Context: an optimization exercise on an open-source flow, tuned for small area, a short achievable clock period and few clock cycles per item. The choices shown serve that exercise and are no tape-out recipe.
Function was checked by simulation only, so behaviour that the tests miss may differ from the original.
Power and IR drop assume default switching activity.

==> design.v <==
module cpu16 (
    input  wire         clk,
    input  wire         rst,           
    input  wire [15:0]  reset_pc,
    input  wire [15:0]  reset_sp,
    input  wire         step_valid,
    input  wire         step_irq,      
    input  wire [7:0]   step_vector,
    output wire         step_ready,
    output wire         step_done,
    output wire [127:0] regs,          
    output wire [15:0]  sr_out,
    output wire         halted,
    output wire [1:0]   fault_kind,
    output wire [15:0]  fault_pc,
    output wire [16:0]  fault_info,
    output reg          mem_req,
    output reg          mem_we,
    output reg  [15:0]  mem_addr,
    output reg  [15:0]  mem_wdata,
    output reg  [1:0]   mem_be,
    input  wire [15:0]  mem_rdata,
    input  wire         mem_ready
);
    localparam [1:0] F_ILLEGAL = 2'd1, F_RANGE = 2'd2, F_IMMUTABLE = 2'd3;
    localparam [3:0] M_IDLE  = 4'd0,  M_EX    = 4'd1,  M_MV2   = 4'd2,  M_MV3   = 4'd3;
    localparam [3:0] M_MV3F  = 4'd4,  M_PUSHW = 4'd5,  M_POPW  = 4'd6,  M_POP6  = 4'd7;
    localparam [3:0] M_NOTW  = 4'd8,  M_JSRW  = 4'd9,  M_RTE2  = 4'd10, M_INTPC = 4'd11;
    localparam [3:0] M_INTSR = 4'd12, M_INTV  = 4'd13, M_WB    = 4'd14;
    localparam [3:0] M_BRX   = 4'd15;
    localparam [3:0] A_ADD = 4'd0, A_SUB = 4'd1, A_LSL = 4'd2, A_LSR = 4'd3;
    localparam [3:0] A_AND = 4'd4, A_OR  = 4'd5, A_XOR = 4'd6, A_NOT = 4'd7;
    localparam [3:0] A_MOV = 4'd8;
    reg [127:0] rf;
    reg [15:0]  sr;
    reg [15:0]  ir;         
    reg [15:0]  t;          
    reg [3:0]   ms;
    reg [1:0]   fkind;
    reg         done_r;
    reg         fbad;       
    reg [1:0]   mvhl;       
    wire        hlt = |fkind;
    wire [15:0] r6  = rf[111:96];
    wire [15:0] r7  = rf[127:112];
    reg  st_idle, st_ex, st_mv2;      
    reg  st_wb, st_brx;
    wire [4:0] op = ir[15:11];
    function [15:0] decr(input [15:0] x, input a2, input a4);
        reg c;
        integer i, j;
        begin
            decr[0] = x[0];
            decr[1] = x[1] ^ a2;
            for (i = 2; i < 16; i = i + 1) begin
                c = 1'b1;
                for (j = 2; j < i; j = j + 1)
                    c = c & !x[j];
                decr[i] = x[i] ^ (c & (a4 | (a2 & !x[1])));
            end
        end
    endfunction
    localparam integer PD_W = 27;
    function [PD_W-1:0] predec(input [15:0] w);
        reg [4:0] o;
        reg mv, f2, f0, ill;
        reg [2:0] am, dmd;
        begin
            o  = w[15:11];
            mv = (o == 5'd0);
            f2 = (o >= 5'd3) && (o <= 5'd10);
            f0 = (o == 5'd28) || (o == 5'd30);
            if (o == 5'd31)
                ill = 1'b1;
            else if (f0)
                ill = (w[10:0] != 11'd0);
            else if (f2)
                ill = (w[7:5] > 3'd5) || (!w[7] && (w[4:3] != 2'd0));
            else if (mv)
                ill = (!w[10] && !w[9]) || (w[8:6] > 3'd5) || (w[5:3] > 3'd5) ||
                      (w[5:3] == 3'd4) || (w[8] && w[5]);
            else
                ill = (w[10:8] > 3'd5) || (!w[10] && (w[7:3] != 5'd0)) ||
                      ((o == 5'd29) && (w[10:8] != 3'd4));
            am  = mv ? w[8:6] : (f2 ? w[7:5] : w[10:8]);
            dmd = mv ? w[5:3] : w[10:8];
            predec = {
                !(f2 && w[10:8] == 3'd7 && o != 5'd4) && !(o == 5'd2 && w[2:0] == 3'd6) &&
                !(o == 5'd2 && w[2:0] == 3'd7) && !(mv && w[2:0] == 3'd7),
                mv && (w[8:6] == 3'd0 || w[8:6] == 3'd4) && (w[5:3] == 3'd0) && (w[2:0] != 3'd7),
                mv,                                               
                (o == 5'd1),                                      
                (o == 5'd2),                                      
                f2,                                               
                (o == 5'd4),                                      
                (o == 5'd11),                                     
                (o >= 5'd12) && (o <= 5'd25),                     
                (o == 5'd26) || (o == 5'd27),                     
                (o == 5'd28),                                     
                (o == 5'd30),                                     
                ((o >= 5'd12) && (o <= 5'd17)) || (o == 5'd24) || (o == 5'd26),  
                ill,                                              
                am,                                               
                dmd,                                              
                f2 ? w[10:8] : w[2:0],                            
                (am == 3'd1) || (am == 3'd3),                     
                (am == 3'd0) || (am == 3'd4),                     
                (f2 && (am == 3'd0 || am == 3'd4) && !(w[10:8] == 3'd7 && o != 5'd4)) ||
                ((o >= 5'd12) && (o <= 5'd25) && (am == 3'd0 || am == 3'd4)) ||
                ((o == 5'd11) && am == 3'd0 && w[2:0] != 3'd7),
                (((o >= 5'd12) && (o <= 5'd17)) || (o == 5'd24)) && am == 3'd0};
        end
    endfunction
    reg  [PD_W-1:0] pd;
    reg  [2:0]      ra_r;    
    reg  [15:0]     tgt_r;   
    reg  [7:0]      ra_oh, rd_oh;
    wire c_move = pd[24];
    wire c_push = pd[23];
    wire c_pop  = pd[22];
    wire c_f2   = pd[21];
    wire c_cmp  = pd[20];
    wire c_not  = pd[19];
    wire c_br   = pd[18];
    wire c_sub  = pd[17];
    wire c_rts  = pd[16];
    wire c_rte  = pd[15];
    wire c_rel  = pd[14];
    wire illegal1 = pd[13];
    wire [2:0] amode = pd[12:10];
    wire [2:0] dmode = pd[9:7];
    wire [2:0] rd    = pd[6:4];
    wire       sfx   = pd[3];
    wire       am_nb = pd[2];
    wire [2:0] ra    = ra_r;
    wire       mv_h = ir[10];
    wire       mv_l = ir[9];
    wire [2:0] sm   = ir[8:6];
    wire [2:0] dm   = ir[5:3];
    wire ext_illegal = !sm[2] && !dm[2] && (t[15:3] != 13'd0);
    wire [15:0] abs_s = c_f2 ? {11'd0, ir[4:0]} : {8'd0, ir[7:0]};
    wire [15:0] pce = r7;
    wire [15:0] r7_arch = decr(r7, st_ex, st_mv2);
    wire pce_ffff = (r7 == 16'hFFFF);
    reg  [15:0] A, D;
    integer m;
    always @(*) begin
        A = {16{ra_oh[7]}} & pce;
        D = {16{rd_oh[7]}} & pce;
        for (m = 0; m < 7; m = m + 1) begin
            A = A | ({16{ra_oh[m]}} & rf[16*m +: 16]);
            D = D | ({16{rd_oh[m]}} & rf[16*m +: 16]);
        end
    end
    wire        a_m4 = (amode == 3'd1) && c_push && (ra == 3'd6);
    wire [15:0] Aadj = addc(A, amode == 3'd1, a_m4);
    wire [15:0] Dadj = addc(D, dmode == 3'd1, 1'b0);
    wire [15:0] spm2 = addc(r6, 1'b1, 1'b0);
    wire [15:0] spp2 = addc(r6, 1'b0, 1'b0);
    function [15:0] addc(input [15:0] x, input dec, input m4);
        reg [15:0] p;
        reg c;
        integer i, j;
        begin
            p = x ^ {16{dec}};
            addc[0] = x[0];
            addc[1] = x[1] ^ !m4;
            for (i = 2; i < 16; i = i + 1) begin
                c = 1'b1;
                for (j = 2; j < i; j = j + 1)
                    c = c & p[j];
                addc[i] = x[i] ^ (c & (m4 | p[1]));
            end
        end
    endfunction
    reg [7:0] e0001, e0003, efffd, effff;
    integer q;
    always @(*) begin
        for (q = 0; q < 7; q = q + 1) begin
            e0001[q] = (rf[16*q +: 16] == 16'h0001);
            e0003[q] = (rf[16*q +: 16] == 16'h0003);
            efffd[q] = (rf[16*q +: 16] == 16'hFFFD);
            effff[q] = (rf[16*q +: 16] == 16'hFFFF);
        end
        e0001[7] = (r7 == 16'h0001);
        e0003[7] = (r7 == 16'h0003);
        efffd[7] = (r7 == 16'hFFFD);
        effff[7] = pce_ffff;
    end
    wire a_0001 = e0001[ra];
    wire a_ffff = effff[ra];
    wire a_0003 = e0003[ra];
    wire d_0001 = e0001[rd];
    wire d_0003 = e0003[rd];
    wire d_fffd = efffd[rd];
    wire d_ffff = effff[rd];
    wire sp_0001 = (r6 == 16'h0001);
    wire sp_0003 = (r6 == 16'h0003);
    wire sp_fffd = (r6 == 16'hFFFD);
    wire sp_ffff = (r6 == 16'hFFFF);
    wire t_ffff = (t == 16'hFFFF);
    localparam integer AS_PCE = 0, AS_AADJ = 1, AS_A = 2, AS_DADJ = 3, AS_D = 4;
    localparam integer AS_SPM2 = 5, AS_SP = 6, AS_ABS = 7, AS_T = 8, AS_IR = 9, AS_TGT = 10;
    localparam integer SS_A = 0, SS_IMM = 1, SS_T = 2, SS_RD = 3, SS_SPM2 = 4;
    localparam integer DS_D = 0, DS_R7 = 1, DS_M2 = 2;
    wire [10:0] src_as = (amode == 3'd1) ? (11'd1 << AS_AADJ) :
                         (amode == 3'd5) ? (c_move ? (11'd1 << AS_T) : (11'd1 << AS_ABS)) :
                                           (11'd1 << AS_A);
    wire       src_bad = (amode == 3'd1) ? a_0001 : (amode == 3'd5) ? (c_move && t_ffff) : a_ffff;
    wire fc = sr[0], fz = sr[1], fn = sr[2];
    wire lt = fn ^ fc;
    reg  cond;
    always @(*) begin
        case (op)
            5'd12, 5'd18: cond = fz;
            5'd13, 5'd19: cond = !fz;
            5'd14, 5'd20: cond = lt;
            5'd15, 5'd21: cond = !lt;
            5'd16, 5'd22: cond = fz || lt;
            5'd17, 5'd23: cond = !fz && !lt;
            default:      cond = 1'b1;
        endcase
    end
    wire [2:0] tgt_ds = c_rel ? (3'd1 << DS_R7) : 3'd0;
    reg [3:0] f2_op;
    always @(*) begin
        case (op)
            5'd3:       f2_op = A_ADD;
            5'd4, 5'd5: f2_op = A_SUB;
            5'd6:       f2_op = A_LSL;
            5'd7:       f2_op = A_LSR;
            5'd8:       f2_op = A_AND;
            5'd9:       f2_op = A_OR;
            default:    f2_op = A_XOR;
        endcase
    end
    function [13:0] dpc(input [3:0] st, input [PD_W-1:0] p, input [15:0] w, input [2:0] rs);
        reg [4:0] ss_;
        reg [2:0] ds_, am;
        reg [3:0] ao, f2o;
        reg md, hs, nb, rl;
        begin
            am = p[12:10]; nb = p[2]; rl = p[14];
            case (w[15:11])
                5'd3:       f2o = A_ADD;
                5'd4, 5'd5: f2o = A_SUB;
                5'd6:       f2o = A_LSL;
                5'd7:       f2o = A_LSR;
                5'd8:       f2o = A_AND;
                5'd9:       f2o = A_OR;
                default:    f2o = A_XOR;
            endcase
            ss_ = 5'd1 << SS_RD; ds_ = 3'd1 << DS_D; ao = A_MOV; md = 1'b0; hs = 1'b0;
            case (st)
                M_EX: begin
                    if (p[24]) begin
                    end else if (p[21] || p[18]) begin
                        if (nb) ss_ = (am == 3'd0) ? (5'd1 << SS_A) : (5'd1 << SS_IMM);
                        if (p[21]) begin
                            ao = nb ? f2o : A_MOV;
                        end else begin
                            ao  = rl ? A_ADD : A_MOV;
                            ds_ = rl ? (3'd1 << DS_R7) : 3'd0;
                        end
                    end else if (p[17]) begin
                        ao  = rl ? A_ADD : A_MOV;
                        ds_ = rl ? (3'd1 << DS_R7) : 3'd0;
                        if (nb) ss_ = (am == 3'd0) ? (5'd1 << SS_A) : (5'd1 << SS_IMM);
                    end else if (p[23]) begin
                        if (nb) ss_ = (am == 3'd4) ? (5'd1 << SS_IMM) :
                                      (rs == 3'd6)  ? (5'd1 << SS_SPM2) : (5'd1 << SS_A);
                    end else if (p[19]) begin
                        ao = A_NOT;
                        if (am == 3'd0) ss_ = 5'd1 << SS_A;
                    end
                end
                M_MV2: begin
                    if (!w[5]) begin
                        if (w[8:6] == 3'd0 || w[8:6] == 3'd4) begin
                            ss_ = (w[8:6] == 3'd0) ? (5'd1 << SS_A) : (5'd1 << SS_T);
                            md  = (w[5:3] == 3'd0);
                        end
                    end else if (w[8:6] == 3'd0) begin
                        ss_ = 5'd1 << SS_A;
                    end
                end
                M_MV3, M_MV3F: begin hs = 1'b1; ss_ = 5'd1 << SS_T; end
                M_PUSHW, M_POPW, M_NOTW: ss_ = 5'd1 << SS_T;
                M_WB: begin
                    ss_ = 5'd1 << SS_T;
                    ao  = p[21] ? f2o : A_MOV;
                    md  = p[24];
                end
                M_BRX: begin ss_ = 5'd1 << SS_T; ao = A_ADD; ds_ = 3'd1 << DS_R7; end
                M_JSRW: begin
                    ss_ = 5'd1 << SS_T;
                    ao  = rl ? A_ADD : A_MOV;
                    ds_ = 3'd1 << DS_R7;
                end
                default: ;
            endcase
            dpc = {ss_, ds_, ao, md, hs};
        end
    endfunction
    reg  [13:0] dp_r;
    wire [4:0]  ssr      = dp_r[13:9];
    wire [2:0]  dsr      = dp_r[8:6];
    wire [3:0]  alu_opr  = dp_r[5:2];
    wire        merge_dr = dp_r[1];
    wire        hl_srcr  = dp_r[0];
    function [16:0] bsc(input [3:0] st, input [PD_W-1:0] p, input [15:0] w, input [2:0] rs);
        reg [10:0] a_, sa;
        reg [2:0] ws_, am;
        reg rd_, wr_, by_;
        begin
            am = p[12:10];
            sa = (am == 3'd1) ? (11'd1 << AS_AADJ) :
                 (am == 3'd5) ? (p[24] ? (11'd1 << AS_T) : (11'd1 << AS_ABS)) : (11'd1 << AS_A);
            a_ = 11'd1 << AS_PCE; ws_ = 3'b001; rd_ = 1'b0; wr_ = 1'b0; by_ = 1'b0;
            case (st)
                M_EX: begin
                    if (p[24]) begin
                        rd_ = 1'b1;
                    end else if (p[21] || p[18]) begin
                        if (!p[2]) begin rd_ = 1'b1; a_ = sa; end
                    end else if (p[17]) begin
                        if (p[2]) begin wr_ = 1'b1; a_ = 11'd1 << AS_SPM2; ws_ = 3'b010; end
                        else begin rd_ = 1'b1; a_ = sa; end
                    end else if (p[23]) begin
                        if (p[2]) begin
                            wr_ = 1'b1; a_ = 11'd1 << AS_SPM2;
                        end else begin
                            rd_ = 1'b1;
                            a_ = (am == 3'd1) ? (11'd1 << AS_AADJ) :
                                 (am == 3'd5) ? (11'd1 << AS_ABS) :
                                 (rs == 3'd6) ? (11'd1 << AS_SPM2) : (11'd1 << AS_A);
                        end
                    end else if (p[22]) begin
                        if (am != 3'd4) begin rd_ = 1'b1; a_ = 11'd1 << AS_SP; end
                    end else if (p[19]) begin
                        if (am != 3'd0 && am != 3'd4) begin rd_ = 1'b1; a_ = sa; end
                    end else if (p[16] || p[15]) begin
                        rd_ = 1'b1; a_ = 11'd1 << AS_SP;
                    end else begin
                        wr_ = 1'b1; a_ = 11'd1 << AS_SPM2; ws_ = 3'b010;
                    end
                end
                M_MV2: begin
                    if (!w[5]) begin
                        if (w[8:6] == 3'd0 || w[8:6] == 3'd4) begin
                            if (w[5:3] != 3'd0) begin
                                wr_ = 1'b1; by_ = 1'b1;
                                a_ = (w[5:3] == 3'd1) ? (11'd1 << AS_DADJ) : (11'd1 << AS_D);
                            end
                        end else begin
                            rd_ = 1'b1; a_ = sa;
                        end
                    end else if (w[8:6] == 3'd0) begin
                        wr_ = 1'b1; by_ = 1'b1; a_ = 11'd1 << AS_T;
                    end else begin
                        rd_ = 1'b1; a_ = sa;
                    end
                end
                M_MV3: begin
                    wr_ = 1'b1; by_ = 1'b1;
                    a_ = (w[5:3] == 3'd1) ? (11'd1 << AS_DADJ) : (11'd1 << AS_D);
                end
                M_MV3F:  begin wr_ = 1'b1; by_ = 1'b1; a_ = 11'd1 << AS_IR; end
                M_PUSHW: begin wr_ = 1'b1; a_ = 11'd1 << AS_SPM2; end
                M_POPW: begin
                    wr_ = 1'b1;
                    a_ = (am == 3'd1) ? (11'd1 << AS_DADJ) :
                         (am == 3'd5) ? (11'd1 << AS_ABS) : (11'd1 << AS_D);
                end
                M_NOTW: begin
                    wr_ = 1'b1;
                    a_ = (am == 3'd5) ? (11'd1 << AS_ABS) : (11'd1 << AS_A);
                end
                M_JSRW, M_INTPC: begin wr_ = 1'b1; a_ = 11'd1 << AS_SPM2; ws_ = 3'b010; end
                M_INTSR: begin wr_ = 1'b1; a_ = 11'd1 << AS_SPM2; ws_ = 3'b100; end
                M_RTE2:  begin rd_ = 1'b1; a_ = 11'd1 << AS_SP; end
                M_INTV:  begin rd_ = 1'b1; a_ = 11'd1 << AS_ABS; end
                default: ;
            endcase
            bsc = {a_, ws_, rd_, wr_, by_};
        end
    endfunction
    reg  [16:0] bs_r;
    wire        brtk  = st_ex && c_br && am_nb && cond;    
    wire [10:0] as_f  = brtk ? (c_rel ? (11'd1 << AS_TGT) :
                                (amode == 3'd4) ? (11'd1 << AS_ABS) : (11'd1 << AS_A)) : bs_r[16:6];
    wire [2:0]  ws_f  = bs_r[5:3];
    wire        brd_f = bs_r[2];
    wire        bwr_f = bs_r[1];
    wire        bby_f = bs_r[0];
    reg        bad;               
    reg        f_now;
    reg [1:0]  f_kind;
    reg        fin;               
    reg [3:0]  nms;
    reg        wg;  reg [2:0] wgi; reg [2:0] wgd;   
    reg        wsp; reg wspd;                       
    reg        wpcr;                                
    reg        wpcv;                                
    reg        wpcm;                                
    reg [1:0]  wts;                                 
    reg        wfl, wsr;
    reg        wt, wirt, wmv;
    wire [1:0] hl    = hl_srcr ? mvhl : {mv_h, mv_l};
    wire       hl_w  = c_move || hl_srcr;     
    wire       be0   = !hl_w || hl[0];        
    wire       same  = (ra == rd);
    always @(*) begin
        bad = 1'b0; f_now = 1'b0; f_kind = F_RANGE; fin = 1'b0; nms = M_IDLE;
        wg = 1'b0; wgi = rd; wgd = 3'b001;
        wsp = 1'b0; wspd = 1'b0; wpcr = 1'b0; wpcv = 1'b0; wpcm = 1'b0; wts = 2'd1;
        wfl = 1'b0; wsr = 1'b0; wt = 1'b0; wirt = 1'b0; wmv = 1'b0;
        case (ms)
            M_IDLE: ;
            M_EX: begin
                if (c_move) begin
                    bad = pce_ffff;
                    wt = 1'b1;
                    nms = M_MV2;
                end else if (c_f2 || c_br) begin
                    fin = 1'b1;
                    if (!am_nb) begin
                        bad = src_bad;
                        wg = sfx; wgi = ra; wgd = 3'b010;
                    end
                    if (c_f2) begin
                        if (am_nb) begin
                            wg = !c_cmp; wgi = rd; wgd = 3'b001;
                            wfl = 1'b1;
                        end else begin
                            wt = 1'b1;
                            fin = 1'b0; nms = M_WB;
                        end
                    end else begin
                        if (am_nb) begin
                            wpcr = cond;
                        end else if (c_rel) begin
                            wt = 1'b1; wts = 2'd3;
                            fin = 1'b0; nms = M_BRX;
                        end else begin
                            wpcm = cond;
                        end
                    end
                end else if (c_sub) begin
                    if (am_nb) begin
                        bad = sp_0001;
                        wsp = 1'b1; wspd = 1'b0;
                        wpcr = 1'b1;
                        fin = 1'b1;
                    end else begin
                        bad = src_bad ||
                              ((ra == 3'd6 && amode == 3'd1) ? sp_0003 :
                               (ra == 3'd6 && amode == 3'd3) ? sp_ffff : sp_0001);
                        wt = 1'b1; wts = c_rel ? 2'd3 : 2'd1;
                        wg = sfx; wgi = ra; wgd = 3'b010;
                        nms = M_JSRW;
                    end
                end else if (c_push) begin
                    if (am_nb) begin
                        bad = sp_0001;
                        wsp = 1'b1; wspd = 1'b0;
                        wfl = 1'b1;
                        fin = 1'b1;
                    end else begin
                        if (amode == 3'd1) begin
                            bad = (ra == 3'd6) ? sp_0003 : a_0001;
                        end else if (amode == 3'd5) begin
                            bad = 1'b0;
                        end else begin
                            bad = (ra == 3'd6) ? sp_0001 : a_ffff;
                        end
                        bad = bad || sp_0001;
                        wt = 1'b1;
                        wg = sfx && (ra != 3'd6); wgi = ra; wgd = 3'b010;
                        nms = M_PUSHW;
                    end
                end else if (c_pop) begin
                    if (amode == 3'd4) begin
                        f_now = 1'b1; f_kind = sp_ffff ? F_RANGE : F_IMMUTABLE;
                    end else if (amode == 3'd0) begin
                        bad = sp_ffff;
                        wt = 1'b1;
                        wsp = (rd != 3'd6); wspd = 1'b1;
                        nms = M_WB;
                    end else begin
                        bad = sp_ffff || ((amode == 3'd1) ? d_0001 : (amode == 3'd5) ? 1'b0 : d_ffff);
                        wt = 1'b1;
                        nms = M_POPW;
                    end
                end else if (c_not) begin
                    if (amode == 3'd0) begin
                        wg = 1'b1; wgi = rd; wgd = 3'b001;
                        wfl = 1'b1;
                        fin = 1'b1;
                    end else if (amode == 3'd4) begin
                        f_now = 1'b1; f_kind = F_IMMUTABLE;
                    end else begin
                        bad = src_bad;
                        wt = 1'b1; wts = 2'd2;
                        wg = (amode == 3'd1); wgi = ra; wgd = 3'b010;
                        nms = M_NOTW;
                    end
                end else if (c_rts) begin
                    bad = sp_ffff;
                    wpcm = 1'b1;
                    wsp = 1'b1; wspd = 1'b1;
                    fin = 1'b1;
                end else if (c_rte) begin
                    bad = sp_ffff || sp_fffd;
                    wsr = 1'b1;
                    wsp = 1'b1; wspd = 1'b1;
                    nms = M_RTE2;
                end else begin
                    wsp = 1'b1; wspd = 1'b0;
                    nms = M_INTSR;
                    bad = sp_0001 || sp_0003;
                end
                if (fbad || illegal1) begin
                    f_now = 1'b1; f_kind = fbad ? F_RANGE : F_ILLEGAL;
                end
            end
            M_MV2: begin
                if (!dm[2]) begin
                    if (sm == 3'd0 || sm == 3'd4) begin
                        wfl = 1'b1;
                        fin = 1'b1;
                        if (dm == 3'd0) begin
                            wg = 1'b1; wgi = rd; wgd = 3'b001;
                        end else begin
                            bad = ((dm == 3'd1) ? d_0001 : d_ffff) && be0;
                            wg = (dm != 3'd2); wgi = rd; wgd = 3'b100;
                        end
                    end else begin
                        wg = sfx; wgi = ra; wgd = 3'b010;
                        if (dm == 3'd0) begin
                            bad = src_bad;
                            wt = 1'b1;
                            nms = M_WB;
                        end else begin
                            bad = src_bad || (be0 &&
                                  ((same && sm == 3'd1) ? ((dm == 3'd1) ? d_0003 : d_0001) :
                                   (same && sm == 3'd3) ? ((dm == 3'd1) ? d_ffff : d_fffd) :
                                                          ((dm == 3'd1) ? d_0001 : d_ffff)));
                            wt = 1'b1;
                            wmv = 1'b1;
                            nms = M_MV3;
                        end
                    end
                end else begin
                    if (sm == 3'd0) begin
                        bad = t_ffff && be0;
                        wfl = 1'b1;
                        fin = 1'b1;
                    end else begin
                        bad = src_bad || (t_ffff && be0);
                        wg = sfx; wgi = ra; wgd = 3'b010;
                        wt = 1'b1;
                        wirt = 1'b1; wmv = 1'b1;
                        nms = M_MV3F;
                    end
                end
                if (ext_illegal) begin
                    f_now = 1'b1; f_kind = F_ILLEGAL;
                end
            end
            M_MV3: begin
                wg = (dm != 3'd2); wgi = rd; wgd = 3'b100;
                wfl = 1'b1;
                fin = 1'b1;
            end
            M_MV3F: begin
                wfl = 1'b1;
                fin = 1'b1;
            end
            M_PUSHW: begin
                wfl = 1'b1;
                if (ra == 3'd6 && amode == 3'd1) begin
                    wg = 1'b1; wgi = 3'd6; wgd = 3'b010;
                end else if (!(ra == 3'd6 && amode == 3'd3)) begin
                    wsp = 1'b1; wspd = 1'b0;
                end
                fin = 1'b1;
            end
            M_POPW: begin
                wfl = 1'b1;
                fin = 1'b1;
                if (rd == 3'd6 && amode != 3'd5) begin
                    if (amode == 3'd2) begin
                        wsp = 1'b1; wspd = 1'b1;
                    end else if (amode == 3'd3) begin
                        wg = 1'b1; wgi = 3'd6; wgd = 3'b100;
                        fin = 1'b0; nms = M_POP6;
                    end
                end else begin
                    wg = sfx && (amode != 3'd5); wgi = rd; wgd = 3'b100;
                    wsp = 1'b1; wspd = 1'b1;
                end
            end
            M_WB: begin
                wg = !c_cmp; wgi = rd; wgd = 3'b001;
                wfl = 1'b1;
                if (c_pop && rd == 3'd6) begin
                    nms = M_POP6;
                end else begin
                    fin = 1'b1;
                end
            end
            M_POP6: begin
                wsp = 1'b1; wspd = 1'b1;
                fin = 1'b1;
            end
            M_NOTW: begin
                wfl = 1'b1;
                wg = (amode == 3'd3); wgi = ra; wgd = 3'b010;
                fin = 1'b1;
            end
            M_BRX: begin
                wpcr = cond;
                fin = 1'b1;
            end
            M_JSRW: begin
                wsp = 1'b1; wspd = 1'b0;
                wpcr = 1'b1;
                fin = 1'b1;
            end
            M_RTE2: begin
                wpcm = 1'b1;
                wsp = 1'b1; wspd = 1'b1;
                fin = 1'b1;
            end
            M_INTPC: begin
                wsp = 1'b1; wspd = 1'b0;
                nms = M_INTSR;
                bad = sp_0001 || sp_0003;
            end
            M_INTSR: begin
                wsp = 1'b1; wspd = 1'b0;
                nms = M_INTV;
            end
            M_INTV: begin
                wpcv = 1'b1;
                fin = 1'b1;
            end
            default: ;
        endcase
        if (bad && !f_now) begin
            f_now = 1'b1; f_kind = F_RANGE;
        end
    end
    wire [15:0] imm8 = c_f2 ? {11'd0, ir[4:0]} : c_rel ? {{8{ir[7]}}, ir[7:0]} : {8'd0, ir[7:0]};
    wire [15:0] s = ({16{ssr[SS_A]}}    & A) |
                    ({16{ssr[SS_IMM]}}  & imm8) |
                    ({16{ssr[SS_T]}}    & t) |
                    ({16{ssr[SS_SPM2]}} & spm2);
    wire [15:0] d = ({16{dsr[DS_D]}}    & D) |
                    ({16{dsr[DS_R7]}}   & r7_arch) |
                    16'd0;
    wire        is_sub = (alu_opr == A_SUB);
    wire [16:0] sum    = {1'b0, d} + {1'b0, s ^ {16{is_sub}}} + {16'd0, is_sub};
    wire        lsl = (alu_opr == A_LSL);
    wire        sh_big = (s[15:5] != 11'd0) || (s[4] && (s[3:0] != 4'd0));
    reg  [15:0] d_rev;
    integer k;
    always @(*) for (k = 0; k < 16; k = k + 1) d_rev[k] = d[15 - k];
    wire [15:0] sh_in  = lsl ? d_rev : d;
    wire [16:0] sh_out = {sh_in, 1'b0} >> s[4:0];
    reg  [15:0] sh_rev;
    always @(*) for (k = 0; k < 16; k = k + 1) sh_rev[k] = sh_out[16 - k];
    wire [15:0] sh_r = sh_big ? 16'd0 : (lsl ? sh_rev : sh_out[16:1]);
    wire        sh_c = !sh_big && sh_out[0];
    wire mv_hi = !hl_w || hl[1] || !merge_dr;    
    wire mv_lo = !hl_w || hl[0] || !merge_dr;
    reg [3:0] tt_hi, tt_lo;
    always @(*) begin
        case (alu_opr)
            A_AND:   begin tt_hi = 4'b1000; tt_lo = 4'b1000; end
            A_OR:    begin tt_hi = 4'b1110; tt_lo = 4'b1110; end
            A_XOR:   begin tt_hi = 4'b0110; tt_lo = 4'b0110; end
            A_NOT:   begin tt_hi = 4'b0101; tt_lo = 4'b0101; end
            default: begin
                tt_hi = mv_hi ? 4'b1010 : 4'b1100;
                tt_lo = mv_lo ? 4'b1010 : 4'b1100;
            end
        endcase
    end
    reg [15:0] lg;
    always @(*)
        for (k = 0; k < 16; k = k + 1)
            lg[k] = (k >= 8) ? tt_hi[{d[k], s[k]}] : tt_lo[{d[k], s[k]}];
    wire sel_sum = (alu_opr == A_ADD) || is_sub;
    wire sel_sh  = (alu_opr == A_LSL) || (alu_opr == A_LSR);
    wire [15:0] res = sel_sum ? sum[15:0] : sel_sh ? sh_r : lg;
    wire        res_c = sel_sum ? (sum[16] ^ is_sub) : sel_sh ? sh_c : 1'b0;
    wire mv_byte_h = hl_w && hl[1] && !hl[0];
    wire mv_byte_l = hl_w && !hl[1] && hl[0];
    wire z_hi = (res[15:8] == 8'd0);
    wire z_lo = (res[7:0] == 8'd0);
    wire [2:0] flags = {mv_byte_l ? res[7] : res[15],
                        (mv_byte_l || z_hi) && (mv_byte_h || z_lo),
                        res_c};
    wire active = !st_idle;
    wire slot_f = st_idle ||
                  (st_ex && !fbad && !illegal1 && pd[1] && !(cond && pd[0])) ||
                  (st_mv2 && pd[25] && !ext_illegal) ||
                  (st_wb && pd[26]) ||
                  (st_brx && !cond);
    wire slot   = !hlt && slot_f;
    wire f_req  = !step_irq && !rd_bad;            
    assign step_ready = hlt || (slot && (mem_ready || !f_req));
    wire accept = step_valid && step_ready && !hlt;
    wire [15:0] new_ir = step_irq ? {5'd29, 3'd4, step_vector} : mem_rdata;
    wire [PD_W-1:0] pd_new = predec(new_ir);
    wire rd_bad = (as_f[AS_PCE]  && pce_ffff) || (as_f[AS_AADJ] && (a_m4 ? a_0003 : a_0001)) ||
                  (as_f[AS_A]    && a_ffff)   || (as_f[AS_DADJ] && d_0001) ||
                  (as_f[AS_D]    && d_ffff)   || (as_f[AS_SPM2] && sp_0001) ||
                  (as_f[AS_SP]   && sp_ffff)  || (as_f[AS_T]    && t_ffff) ||
                  (as_f[AS_IR]   && (ir == 16'hFFFF)) || (as_f[AS_TGT]  && (tgt_r == 16'hFFFF));
    wire [15:0] addr_bus = ({16{as_f[AS_PCE]}}  & pce) |
                           ({16{as_f[AS_AADJ]}} & Aadj) |
                           ({16{as_f[AS_A]}}    & A) |
                           ({16{as_f[AS_DADJ]}} & Dadj) |
                           ({16{as_f[AS_D]}}    & D) |
                           ({16{as_f[AS_SPM2]}} & spm2) |
                           ({16{as_f[AS_SP]}}   & r6) |
                           ({16{as_f[AS_ABS]}}  & abs_s) |
                           ({16{as_f[AS_T]}}    & t) |
                           ({16{as_f[AS_IR]}}   & ir) |
                           ({16{as_f[AS_TGT]}}  & tgt_r);
    always @(*) begin
        mem_req   = slot ? (step_valid && f_req) :
                    (active && ((brd_f && !rd_bad) || (bwr_f && !f_now)));
        mem_we    = bwr_f;
        mem_addr  = addr_bus;
        mem_wdata = ({16{ws_f[0]}} & s) | ({16{ws_f[1]}} & pce) | ({16{ws_f[2]}} & sr);
        mem_be    = (bby_f && hl_w) ? hl : 2'b11;
    end
    wire acc_ok = !(brd_f || bwr_f) || mem_ready;
    wire go     = active && !f_now && acc_ok;
    wire [15:0] rd_m2 = mem_rdata - 16'd2;
    wire [15:0] wbus = ({16{wgd[0]}} & res) | ({16{wgd[1]}} & Aadj) | ({16{wgd[2]}} & Dadj);
    wire [15:0] spv = wspd ? spp2 : spm2;
    wire [15:0] r7_p2 = addr_bus + 16'd2;    
    wire [8:0]  tg_lo = {1'b0, addr_bus[7:0]} + {1'b0, mem_rdata[7:0]};
    wire [7:0]  tg_hi = (tg_lo[8] == mem_rdata[7]) ? addr_bus[15:8] :
                        mem_rdata[7] ? addr_bus[15:8] - 8'd1 : addr_bus[15:8] + 8'd1;
    always @(posedge clk)
        tgt_r <= {tg_hi, tg_lo[7:0]};
    wire [15:0] r7_n = rst ? reset_pc :
                       (active && f_now) ? r7_arch :
                       (accept && !step_irq) ? r7_p2 :             
                       !go ? r7 :
                       (st_ex && c_move) ? r7_p2 :                 
                       wpcr ? res :
                       wpcm ? mem_rdata :
                       (wg && wgi == 3'd7) ? wbus :
                       wpcv ? {8'd0, mem_rdata[15:8]} : r7;
    always @(posedge clk)
        rf[127:112] <= r7_n;
    genvar g;
    generate
        for (g = 0; g < 7; g = g + 1) begin : g_rf
            always @(posedge clk) begin
                if (rst) begin
                    if (g == 6) rf[16*g +: 16] <= reset_sp;
                    else             rf[16*g +: 16] <= 16'd0;
                end else if (go) begin
                    if (wg && wgi == g)
                        rf[16*g +: 16] <= wbus;
                    else if (g == 6 && wsp)
                        rf[16*g +: 16] <= spv;
                end
            end
        end
    endgenerate
    always @(posedge clk) begin
        if (rst || (active && (f_now || (go && fin)) && !accept))
            bs_r <= bsc(M_IDLE, pd, ir, ra_r);
        else if (accept)
            bs_r <= bsc(step_irq ? M_INTPC : M_EX, pd_new, new_ir, new_ir[2:0]);
        else if (go)
            bs_r <= bsc(nms, pd, ir, ra_r);
    end
    always @(posedge clk) begin
        if (accept)
            dp_r <= dpc(step_irq ? M_INTPC : M_EX, pd_new, new_ir, new_ir[2:0]);
        else if (go && !fin)
            dp_r <= dpc(nms, pd, ir, ra_r);
    end
    wire [3:0] ms_n = rst ? M_IDLE :
                      accept ? (step_irq ? M_INTPC : M_EX) :
                      (active && f_now) ? M_IDLE :
                      go ? (fin ? M_IDLE : nms) : ms;
    always @(posedge clk) begin
        ms      <= ms_n;
        st_idle <= (ms_n == M_IDLE);
        st_ex   <= (ms_n == M_EX);
        st_mv2  <= (ms_n == M_MV2);
        st_wb   <= (ms_n == M_WB);
        st_brx  <= (ms_n == M_BRX);
    end
    always @(posedge clk) begin
        if (rst) begin
            sr     <= 16'd0;
            fkind  <= 2'd0;
            done_r <= 1'b0;
            fbad   <= 1'b0;
        end else begin
            done_r <= 1'b0;
            if (active && f_now) begin
                fkind  <= f_kind;
                done_r <= 1'b1;
            end else if (go) begin
                if (wsr) sr <= mem_rdata;
                else if (wfl) sr[2:0] <= flags;
                if (fin)
                    done_r <= 1'b1;
            end
            if (hlt && step_valid)
                done_r <= 1'b1;
            if (accept)
                fbad <= !step_irq && rd_bad;
        end
    end
    always @(posedge clk) begin
        if (accept) begin
            ir   <= new_ir;
            pd   <= pd_new;
            ra_r <= new_ir[2:0];
            ra_oh <= 8'd1 << new_ir[2:0];
            rd_oh <= 8'd1 << (pd_new[21] ? new_ir[10:8] : new_ir[2:0]);
        end else if (go) begin
            if (wt)   t <= (wts == 2'd0) ? res : (wts == 2'd1) ? mem_rdata :
                             (wts == 2'd2) ? ~mem_rdata : rd_m2;
            if (wirt) ir <= t;
            if (st_ex && c_move && !dm[2]) begin
                ra_r  <= mem_rdata[2:0];
                ra_oh <= 8'd1 << mem_rdata[2:0];
            end
            if (wmv)  mvhl <= {mv_h, mv_l};
        end
    end
    assign regs       = {r7_arch, rf[111:0]};
    assign sr_out     = sr;
    assign halted     = hlt;
    assign fault_kind = fkind;
    assign fault_pc   = hlt ? r7 : 16'd0;
    assign fault_info = {fkind == F_RANGE, fkind[0] ? ir : 16'd0};
    assign step_done  = done_r;
endmodule
==> flow/run.sh <==
#!/bin/bash
export BUFFER_PORTS_ARGS="-buffer_cell sky130_fd_sc_hd__buf_1"
bash standard.sh > standard.log 2>&1
==> standard.sh <==
#!/bin/bash
# synth_recipe.tcl (not shown) runs the flow's synth.tcl, then flattens the netlist and writes it again
# the make line also repeats each setting of config.mk as NAME=value (left out here)
make -C /OpenROAD-flow-scripts/flow DESIGN_CONFIG=/design/flow/config.mk WORK_HOME=/design/flow/orfs CLKGATE_MAP_FILE= SYNTH_SCRIPT=/design/flow/synth_recipe.tcl "${@:-finish}"
==> config.mk <==
export PLATFORM = sky130hd
export DESIGN_NAME = cpu16
export DESIGN_NICKNAME = cpu16
export VERILOG_FILES = /design/flow/design.v
export SDC_FILE = /design/flow/constraint.sdc
export NUM_CORES = 4
export LEC_CHECK = 0
export CAP_MARGIN = 20
export CORE_MARGIN = 2
export CORE_UTILIZATION = 25
export PLACE_DENSITY = 0.45
export SETUP_SLACK_MARGIN = 2.5
export SLEW_MARGIN = 20
==> constraint.sdc <==
create_clock -name core_clock -period 8.0 [get_ports {clk}]
set_input_delay 1.6000 -clock core_clock [delete_from_list [all_inputs] [get_ports {clk}]]
set_output_delay 1.6000 -clock core_clock [all_outputs]
set_load 0.01 [all_outputs]
==> results of run 1 <==
==> worst min-delay path by stage <==
stage,start,end,slack [ps]
6_report,sr[15],sr[15],470
3_5_place_dp,sr[15],sr[15],470
5_1_grt,sr[15],sr[15],500
4_1_cts,sr[15],sr[15],470
3_3_place_gp,sr[15],sr[15],460
2_1_floorplan,fbad,fbad,460
==> timing repair <==
action	CTS	global route
buffers inserted	116	68
setup endpoints to repair	140	47
hold endpoints to repair	0	0
pin swaps	32	34
gates cloned	1	0
gates resized for setup	103	69
==> state kept, by name, indices dropped and copies added, names as in the netlist, 2 cells and up <==
register / count
rf: 128
fkind: 2
t: 16
pd: 27
ir: 16
dp_r: 12
sr: 16
ra_r: 3
mvhl: 2
bs_r: 16
tgt_r: 16
rd_oh: 8
ra_oh: 8
ms: 4
==> cell type report <==
type	instances	share of cell area [%]
multi-input cells	2709	57.16
flip-flops and latches	281	21.14
repair buffers	601	11.16
well taps	1391	5.353
clock buffers	56	3.579
inverters	105	1.231
clock inverters	14	0.3579
diodes	4	0.03079
==> metrics by stage <==
| stage | utilization (%) | power, W |
|---|---|---|
| 2_1_floorplan | - | 0.008603 |
| 3_3_place_gp | 27.54 | 0.01308 |
| 3_5_place_dp | 27.55 | 0.01300 |
| 4_1_cts | 30.14 | 0.01545 |
| 5_1_grt | 31.01 | 0.01686 |
| 6_report | 31.02 | 0.01639 |
==> tightest hold or removal path: stages, from the launching register on <==
cell	delay (ps)
dfxtp_1	320
nand2_1	60
a21oi_1	50
==> power groups by stage <==
stage	combinational (W)	clock, W	sequential (W)
after global placement	0.0103	0	0.00281
after detailed placement	0.0102	0	0.00280
after CTS	0.0111	0.00181	0.00257
final	0.0120	0.00180	0.00258
after floorplan	0.00641	0	0.00219
after global routing	0.0124	0.00186	0.00257
==> synth_stat cells, types with 26 or more instances <==
cell type,count,area (sq um)
a31oi_1,49,306.5
clkbuf_1,175,656.9
dfxtp_1,157,3143
mux2i_1,151,1511
o31ai_1,26,195.2
a22oi_1,176,1321
buf_2,58,290.3
xor2_1,51,446.7
nor4_1,58,362.9
nand2_1,317,1190
nand2b_1,44,275.3
o22ai_1,26,162.7
nand3_1,77,385.4
xnor2_1,86,753.2
inv_1,99,371.6
nor3_1,99,495.5
a221oi_1,28,245.2
o211ai_1,32,240.2
ha_1,35,437.9
edfxtp_1,124,3724
a211oi_1,45,337.8
nor2_1,354,1329
nand4_1,91,569.3
o21ai_0,145,725.7
or3_1,29,181.4
and2_1,49,306.5
a21oi_1,213,1066
a21o_1,29,217.7
==> layer usage <==
metal,part of all wire [%],wire (microns),GRT usage [%],vias up
li1,-,-,-,13570
met1,40,69190,40.17,15810
met2,42,71730,44.90,2424
met3,11,19600,8.255,518
met4,6.6,11270,16.30,4
met5,0.014,24,0,-
==> kinds of logic after synthesis <==
family | Yosys count | synth area share (%)
XOR/XNOR | 139 | 4.707
AO/OA/AOI/OAI | 1061 | 28.97
AND/OR/NAND/NOR | 1308 | 25.35
flip-flops | 281 | 26.09
adder cells (fa/ha/maj) | 38 | 1.892
multiplexers | 162 | 6.343
buffers and inverters | 392 | 6.643
==> results.toml, run 1 <==
[layout]
nFillCells = 11430
areaGrowthSynthToFinish_pct = 23.56
final_area_sq_um = 32510
drive_above_1_share_pct = 16.78
final_common_cell = "nor2_1"
mostFrequentLayoutCells = "nor2_1 (350), nand2_1 (316), buf_4 (308), buf_1 (271), a21oi_1 (205)"
seq_area_sq_um = 6872
layoutNonFillerInstCount = 5161
multi_input_area_sq_um = 18580
finalNetCount = 3835

[die]
die_y_microns = 328.4
rows = 119
start_util_pct = 25.10
die_area_sq_um = 107900
io_pins = 279
core_sq_um = 104800
die_w_microns = 328.4

[sta]
fin_crit_ps = 5660
max_clock_freq_ghz = 0.1767
timing.final.ws_setup_ps = 2340
slew_violations = 0
setup_viol_count_final = 0
finalCritPeriodShare_pct = 70.75
hold_violations = 0
skew_ps = 25.37
rsz0062_at_grt = "yes"
whs_ps = 473.3
tightest_slew_ps = 1217
setup-tns-final_ps = 0
slew_headroom_pct = 18.02

[clock_tree]
clock_path_buffers = 3
clkTransAtPathRegs_ps = 60
cts_tree = "done"
hold_buffers = 0
h-tree-depth = 2
cts-root-buf = "clkbuf_16"
cts_sinks = 281
cts_inserted_buffers = 38
clock_latency_ps = 610

[setup_path]
critPathSlowestCell = "nor4_1"
worst-endpoint-required_ps = 6400
crit_path_end_kind = "primary output"
r2r_setup_slack_ps = 2460
worstSetupPathDepth = 12
path_cells = "nor4_1, nand4_1, nor3_2, o32ai_1, o31ai_2, nor2b_2, a211oi_2, o31ai_4, a21oi_4, nand3_1, o21ai_0, buf_1"
endpoint = "mem_req"
crit_start = "rf[66]"
r2r_cells = 15
worst_setup_path_start_kind = "register"
critPathBufInv = 1
worstSetupPathType = "reg2out"
crit_fanout = 6
worstPathArrival_ps = 4060
rr_endpoint = "rf[115]"
critPathMaxStageDelay_ps = 430
cpLargestDelayFamily = "simple AND/OR/NAND/NOR gates"
r2r-start = "rf[116]"

[yosys]
yosysWarningCount = 1
synthFlopType = "dfxtp_1"
ys_seq_area_share_pct = 26.09
syn_nets = 3480
async_reset_ff_share_pct = 0
syn_inst = 3381
syn_area_sq_um = 26310
ys_types = 127
postSynthAreaPerCell_sq_um = 7.783
synth_edf_count = 124
ys_ff_latch = 281

[pwr]
pwr-share-clk_pct = 11.0
intPower_w = 0.006839
combPwrFrac_pct = 73.3
power.leakage_nw = 11.91
seqPwrFrac_pct = 15.7
ir_worst_vdd_mv = 0.2249
switching_share_pct = 58.27
power_density_nw_per_um2 = 504.0
p_switching_w = 0.009548

[detailed_routing]
drc = 0
via_per_inst = 6.263
post_drt_wl_per_cell_microns = 33.29
drt_iter0_drc = 5084
num_vias = 32330
totalWireLength_microns = 171800
drt_pass1_iterations = 8
ant_nets = 0

[global_route]
antenna_found_initial = 8
grt_usage_pct = 30.43
grt_max_degree = 68
grt_pass1_wl_microns = 235400
grt_overflow_total = 0
grt_pass1_vias = 29000

[placed_design]
gp_congestion = 1.016
preCtsSetupSlack_ps = 1455
hpwl_microns = 130900
placedCellCount = 4902
io_buffer_count = 278
dpl-instance-area_sq_um = 28880

[hold_path]
holdPathStages = 2
hp-class = "reg2reg"

[status]
outcome = "timing/DRC/antenna clean"

[job]
maxCapViolCount = 0
Testbench counts, summed over its fixed seeds: cycles 92,534, steps 54,336.
==> run 2, diff against run 1 <==
--- a/config.mk
+++ b/config.mk
@@ -8,6 +8,6 @@
 export CAP_MARGIN = 20
 export CORE_MARGIN = 2
 export CORE_UTILIZATION = 25
-export PLACE_DENSITY = 0.45
+export PLACE_DENSITY = 0.55
 export SETUP_SLACK_MARGIN = 2.5
 export SLEW_MARGIN = 20
==> run 2 against run 1 <==
Effect of this change:
- via count rose by 1.0%
- still clean on timing, DRC and antenna
- final cell count increased by 0.39%
- clock skew is 23 ps higher
- combinational power barely moved
- area after synthesis did not move
- register-to-register slack improved by 140 ps
- maximum frequency up 0.30%
- non-clock buffer count grew 27
- critical path depth unchanged
- first-iteration DRC count increased by 2.1%
==> results.toml, run 2 <==
[setup_path]
worst-endpoint-required_ps = 6400
crit_fanout = 9
r2r_setup_slack_ps = 2600
worst_setup_path_start_kind = "register"
crit_path_end_kind = "primary output"
worstSetupPathType = "reg2out"
worstPathArrival_ps = 4040

[yosys]
yosysTopAreaCellShare_pct = 14.15
syn_inst = 3381
synthFlopType = "dfxtp_1"
syn_area_sq_um = 26310
yosysWarningCount = 1
ys_types = 127
synth_most_common_cell = "nor2_1"
async_reset_ff_share_pct = 0
synth_commonest_cells = "nor2_1 (354), nand2_1 (317), a21oi_1 (213), a22oi_1 (176), clkbuf_1 (175)"
postSynthAreaPerCell_sq_um = 7.783
ys_ff_latch = 281
syn_nets = 3480
synth_area_leaders = "edfxtp_1 (14%), dfxtp_1 (12%), mux2i_1 (5.7%)"
ys_seq_area_share_pct = 26.09
synth.largest_area_cell = "edfxtp_1"
synth_edf_count = 124

[status]
outcome = "timing/DRC/antenna clean"

[placed_design]
placedCellCount = 4884
gp_congestion = 1.039
dpl-instance-area_sq_um = 28740
io_buffer_count = 278
hpwl_microns = 130600

[die]
rows = 119
die_area_sq_um = 107900
die_w_microns = 328.4
start_util_pct = 25.10
io_pins = 279
die_y_microns = 328.4
core_sq_um = 104800

[layout]
reg.largest.list = "rf: 128 flops, pd: 27 flops"
largest_register_ff_count = 128
final_common_cell = "nor2_1"
areaGrowthSynthToFinish_pct = 25.01
drive_above_1_share_pct = 18.71
final_area_sq_um = 32900
finalNetCount = 3861
n_antenna_cell = 0
largest_register = "rf"
mostFrequentLayoutCells = "nor2_1 (353), buf_4 (332), nand2_1 (313), buf_1 (272), a21oi_1 (206)"
layoutNonFillerInstCount = 5181

[pwr]
combPwrFrac_pct = 73.3
power_density_nw_per_um2 = 503.6
power.leakage_nw = 12.07
p_switching_w = 0.009618
ir_worst_vdd_mv = 0.2287
intPower_w = 0.006949
pwr-share-clk_pct = 10.8
switching_share_pct = 58.05
seqPwrFrac_pct = 15.9

[job]
maxCapViolCount = 0

[detailed_routing]
totalWireLength_microns = 172200
drt_iter0_drc = 5192
via_per_inst = 6.304
num_vias = 32660
drc = 0
post_drt_wl_per_cell_microns = 33.24
drt_pass1_iterations = 14
ant_nets = 0

[global_route]
grt_overflow_total = 0
grt_pass1_vias = 29300
grt_pass1_wl_microns = 235800
antenna_found_initial = 8
grt_max_degree = 63
grt_usage_pct = 30.45

[clock_tree]
clkTransAtPathRegs_ps = 70
h-tree-depth = 2
clock_path_buffers = 3
cts_inserted_buffers = 37
cts_tree = "done"
cts_sinks = 281
clock_latency_ps = 600
cts-root-buf = "clkbuf_16"

[sta]
max_clock_freq_ghz = 0.1772
slew_headroom_pct = 21.13
skew_ps = 48.76
setup_viol_count_final = 0
finalCritPeriodShare_pct = 70.53
slew_violations = 0
rsz0062_at_grt = "yes"
setup-tns-final_ps = 0
tightest_slew_ps = 1171
whs_ps = 476.4
fin_crit_ps = 5643
hold_violations = 0

[hold_path]
hp-class = "reg2reg"
==> run 2: critical path, stage by stage, from the launching register on <==
cell	delay, ps
edfxtp_1	470
buf_4	200
buf_4	150
a22oi_1	270
nand4_1	140
buf_4	230
and4_1	280
a22o_4	310
buf_4	140
xor2_1	160
a2111oi_2	580
o22ai_2	290
buf_1	200
==> run 2: layout make-up <==
class	count	area (sq um)
fill	11390	71930
timing repair buffer	628	3859
clock buffer	46	1012
sequential	281	6914
inverter	105	397.9
multi-input combinational	2709	18720
tap	1391	1740
clock inverter	21	252.7
==> run 2: power by group through the flow <==
stage	clock network, W	registers, W	logic [W]
2_1_floorplan	0	0.00219	0.00641
3_5_place_dp	0	0.00291	0.0100
4_1_cts	0.00179	0.00260	0.0110
3_3_place_gp	0	0.00291	0.0101
5_1_grt	0.00185	0.00264	0.0125
6_report	0.00179	0.00264	0.0121
==> run 2: through the flow <==
stage | setup WS [ps] | utilization [%] | power, W
CTS | 2395 | 30.34 | 0.01543
detailed placement | 1549 | 27.42 | 0.01291
finish | 2357 | 31.38 | 0.01657
global route | 2404 | 31.38 | 0.01701
floorplan | 2585 | - | 0.008603
global placement | 1710 | 27.41 | 0.01299
==> run 2: cells by family (layout without fill, tap and decap cells) <==
logic type	after synthesis	after routing	synth area share, %
muxes	162	162	6.343
xor gates and xnor gates	139	139	4.707
buffers and inverters	392	800	6.643
AOI/OAI and AO/OA	1061	1062	28.97
and+or+nand+nor	1308	1308	25.35
adders and majority gates	38	38	1.892
DFF	281	281	26.09
==> run 2: timing repair <==
action,4_1_cts,5_1_grt
setup buffers,149,78
resized for setup,113,113
pin swaps,37,47
hold endpoints to repair,0,0
setup endpoints to repair,154,53
hold buffers,0,0
gates cloned,1,1
==> run 2: metal layers <==
layer	vias up	routed length [microns]	track usage, %	share of wire (%)
met3	540	21920	8.069	13
li1	13610	-	-	-
met5	-	34	0	0.020
met4	6	12050	15.86	7.0
met1	15880	68550	41.11	40
met2	2621	69660	44.17	40
==> run 2: worst paths after layout <==
path                            startpoint     endpoint  cells after the start
worst min register to register      sr[12]       sr[12]                      2
worst max-delay path               rf[116]  mem_addr[6]                     12
worst max register to register      pd[18]      rf[112]                     13
worst min-delay path                sr[12]       sr[12]                      2
==> run 3, diff against run 2 <==
--- a/config.mk
+++ b/config.mk
@@ -8,6 +8,6 @@
 export CAP_MARGIN = 20
 export CORE_MARGIN = 2
 export CORE_UTILIZATION = 25
-export PLACE_DENSITY = 0.55
-export SETUP_SLACK_MARGIN = 2.5
+export PLACE_DENSITY = 0.45
+export SETUP_SLACK_MARGIN = 2.25
 export SLEW_MARGIN = 20
==> run 3 against run 2 <==
Effect of this change:
- non-clock buffer count decreased by 76
- clock skew down 24 ps
- hold slack gained 0.86 ps
- critical path type unchanged
- first-iteration DRC count is 2.5% lower
- global-route usage decreased by 0.30 points
- sequential power about the same
==> results.toml, run 3 <==
[status]
outcome = "timing/DRC/antenna clean"

[detailed_routing]
drt_pass1_iterations = 9
ant_nets = 0
post_drt_wl_per_cell_microns = 33.28
num_vias = 31920
drt_iter0_drc = 5061
via_per_inst = 6.243
totalWireLength_microns = 170200
drc = 0

[hold_path]
hp-class = "reg2reg"

[pwr]
power_density_nw_per_um2 = 502.8
power.leakage_nw = 11.57
power_w = 0.01598
ir_worst_vdd_mv = 0.2182

[global_route]
grt_pass1_vias = 28610
antenna_found_initial = 7
grt_usage_pct = 30.15
grt_pass1_wl_microns = 233300
grt_max_degree = 68
grt_overflow_total = 0

[layout]
mostFrequentLayoutCells = "nor2_1 (351), nand2_1 (316), buf_1 (274), buf_4 (265), a21oi_1 (207)"
finalNetCount = 3786
nFillCells = 11480
finish.utilization_pct = 30.31
drive_above_1_share_pct = 14.77
final_common_cell = "nor2_1"
layoutNonFillerInstCount = 5113
largest_register_ff_count = 128
areaGrowthSynthToFinish_pct = 20.75
reg.largest.list = "rf: 128 flops, pd: 27 flops"
largest_register = "rf"

[yosys]
synth_area_leaders = "edfxtp_1 (14%), dfxtp_1 (12%), mux2i_1 (5.7%)"
synth_commonest_cells = "nor2_1 (354), nand2_1 (317), a21oi_1 (213), a22oi_1 (176), clkbuf_1 (175)"
synthSimpleGateAreaFrac_pct = 25.35
synth_most_common_cell = "nor2_1"
synthAdderAreaFrac_pct = 1.892
syn_nets = 3480
ys_ff_latch = 281
async_reset_ff_share_pct = 0
syn_inst = 3381
synth_compound_area_share_pct = 28.97
ys_types = 127
yosysWarningCount = 1
ys_seq_area_share_pct = 26.09
synth.largest_area_cell = "edfxtp_1"
yosysTopAreaCellShare_pct = 14.15
synth_xor_area_share_pct = 4.707
synth_edf_count = 124
synth_mux_area_share_pct = 6.343
synthFlopType = "dfxtp_1"
syn_area_sq_um = 26310
synth_top_family_by_area = "compound AO/OA/AOI/OAI gates"
postSynthAreaPerCell_sq_um = 7.783

[placed_design]
hpwl_microns = 130900
io_buffer_count = 278
gp_congestion = 1.016
placedCellCount = 4902

[clock_tree]
clkTransAtPathRegs_ps = 60
h-tree-depth = 2
cts_tree = "done"
cts_sinks = 281
clock_latency_ps = 610
clock_path_buffers = 3
cts_inserted_buffers = 38
cts-root-buf = "clkbuf_16"

[sta]
rsz0062_at_grt = "yes"
slew_headroom_pct = 15.66
max_clock_freq_ghz = 0.1746
finalCritPeriodShare_pct = 71.61
whs_ps = 477.2
slew_violations = 0
setup_viol_count_final = 0
setup-tns-final_ps = 0
tightest_slew_ps = 1252
skew_ps = 24.89
hold_violations = 0
fin_crit_ps = 5729

[die]
start_util_pct = 25.10
die_area_sq_um = 107900
die_y_microns = 328.4
rows = 119
core_sq_um = 104800
io_pins = 279
die_w_microns = 328.4

[setup_path]
crit_path_end_kind = "primary output"
worst_setup_path_start_kind = "register"
path_cells = "nor4_2, nand4_1, buf_4, o31ai_1, o211ai_1, nor3_2, a32o_1, a211oi_2, o31ai_4, a21oi_4, nand3_1, o21ai_0, buf_1"
critPathBufInv = 2
worstSetupPathType = "reg2out"
worst-endpoint-required_ps = 6400
worstPathArrival_ps = 4130
critPathMaxStageDelay_ps = 440
critPathSlowestCell = "nor4_2"
r2r_setup_slack_ps = 2290
cpLargestDelayFamily = "compound AO/OA/AOI/OAI gates"
crit_fanout = 6

[job]
maxCapViolCount = 0
run 3: layout make-up:
class                           count  area, sq um  share of cell area [%]
Multi-Input combinational cell   2709        18280                   57.54
Sequential cell                   281         6869                   21.62
Timing Repair Buffer              552         3189                   10.04
Tap cell                         1391         1740                   5.477
Clock buffer                       56         1164                   3.662
Inverter                          105        400.4                   1.260
Clock inverter                     14        116.4                  0.3662
Antenna cell                        5        12.51                 0.03938
run 3: metal layers:
layer,routed length (microns),track usage (%),part of all wire (%),vias up
met4,10570,15.20,6.2,2
met5,8,0,0.0047,-
li1,-,-,-,13460
met3,18620,7.194,11,458
met1,69410,40.38,41,15690
met2,71570,44.97,42,2305
run 3: final timing paths:
| path | start | end | cells after the start |
|---|---|---|---|
| setup reg to reg | rf[98] | rf[115] | 17 |
| hold reg to reg | sr[15] | sr[15] | 2 |
| hold / removal | sr[15] | sr[15] | 2 |
| setup / recovery | rf[74] | mem_req | 13 |
run 3: through the flow:
stage | worst slack, ps | cell area, sq um
6_report | 2271 | 31770
5_1_grt | 2176 | 31770
4_1_cts | 2152 | 30960
3_5_place_dp | 1455 | 28880
3_3_place_gp | 1517 | 28870
2_1_floorplan | 2585 | 26310
run 3: worst reg2reg max path, stage by stage (launching register included):
cell and delay [ps]:
edfxtp_1 550, buf_4 190, inv_1 60, ha_1 340, o211ai_1 410, a21o_1 530, xnor2_1 140, ha_1 390
a21o_1 210, a41oi_1 210, xor2_1 170, o31ai_1 110, a2111o_1 500, nand2_1 180, o221ai_2 400, mux2_2 480
a211o_1 400, a22o_1 210
run 3: report_power, final:
| group | total [W] | switching (W) | internal, W |
|---|---|---|---|
| Sequential | 0.00261 | 0.000646 | 0.00196 |
| Combinational | 0.0116 | 0.00796 | 0.00361 |
| Clock | 0.00180 | 0.000779 | 0.00102 |
| Total | 0.0160 | 0.00939 | 0.00659 |
run 3: cell families (layout without fill, tap and decap cells):
kind of cell / count (synthesis) / count (layout)
simple gates: 1308 / 1308
compound gates: 1061 / 1062
buf+inv: 392 / 727
flops: 281 / 281
mux: 162 / 162
xor+xnor: 139 / 139
fa+ha+maj: 38 / 38
other cells: 0 / 5
run 3: timing repair:
action / CTS / global route
setup endpoints to repair: 91 / 46
buffers inserted: 75 / 60
gates cloned: 0 / 1
pin swaps: 14 / 19
hold buffers: 0 / 0
resized for setup: 47 / 60

## afterwards: timing with drivers on the ports
In the flow no input, the clock included, has a driving cell. The finished layouts below were timed again as built, in two steps.
Step 1 (the two cells are an assumption about what drives the block):
set clk [get_ports {clk}]
set_driving_cell -lib_cell sky130_fd_sc_hd__clkbuf_16 $clk
set_driving_cell -lib_cell sky130_fd_sc_hd__buf_2 [delete_from_list [all_inputs] $clk]
Step 2 moves the port delays by t, midway between the first and last clock arrival at a register: inputs arrive t later, outputs are due t later. That takes back most of the time a late clock gives input paths.
Slacks: no drivers / after step 1 / after step 2; pairs: no drivers / after step 1.
run | shift t [ns] | slack for setup (ns) | clock arrival spread, ns
run 1 | 0.671 | 2.340 / 2.270 / 2.235 | 0.025 / 0.025
run 2 | 0.645 | 2.357 / 2.291 / 2.537 | 0.049 / 0.049
run 3 | 0.667 | 2.271 / 2.204 / 2.132 | 0.025 / 0.025
After both steps every run listed still meets setup and hold. The setup slack of run 3, which loses most, moves by -0.067 ns with the drivers and by -0.139 ns with both steps.
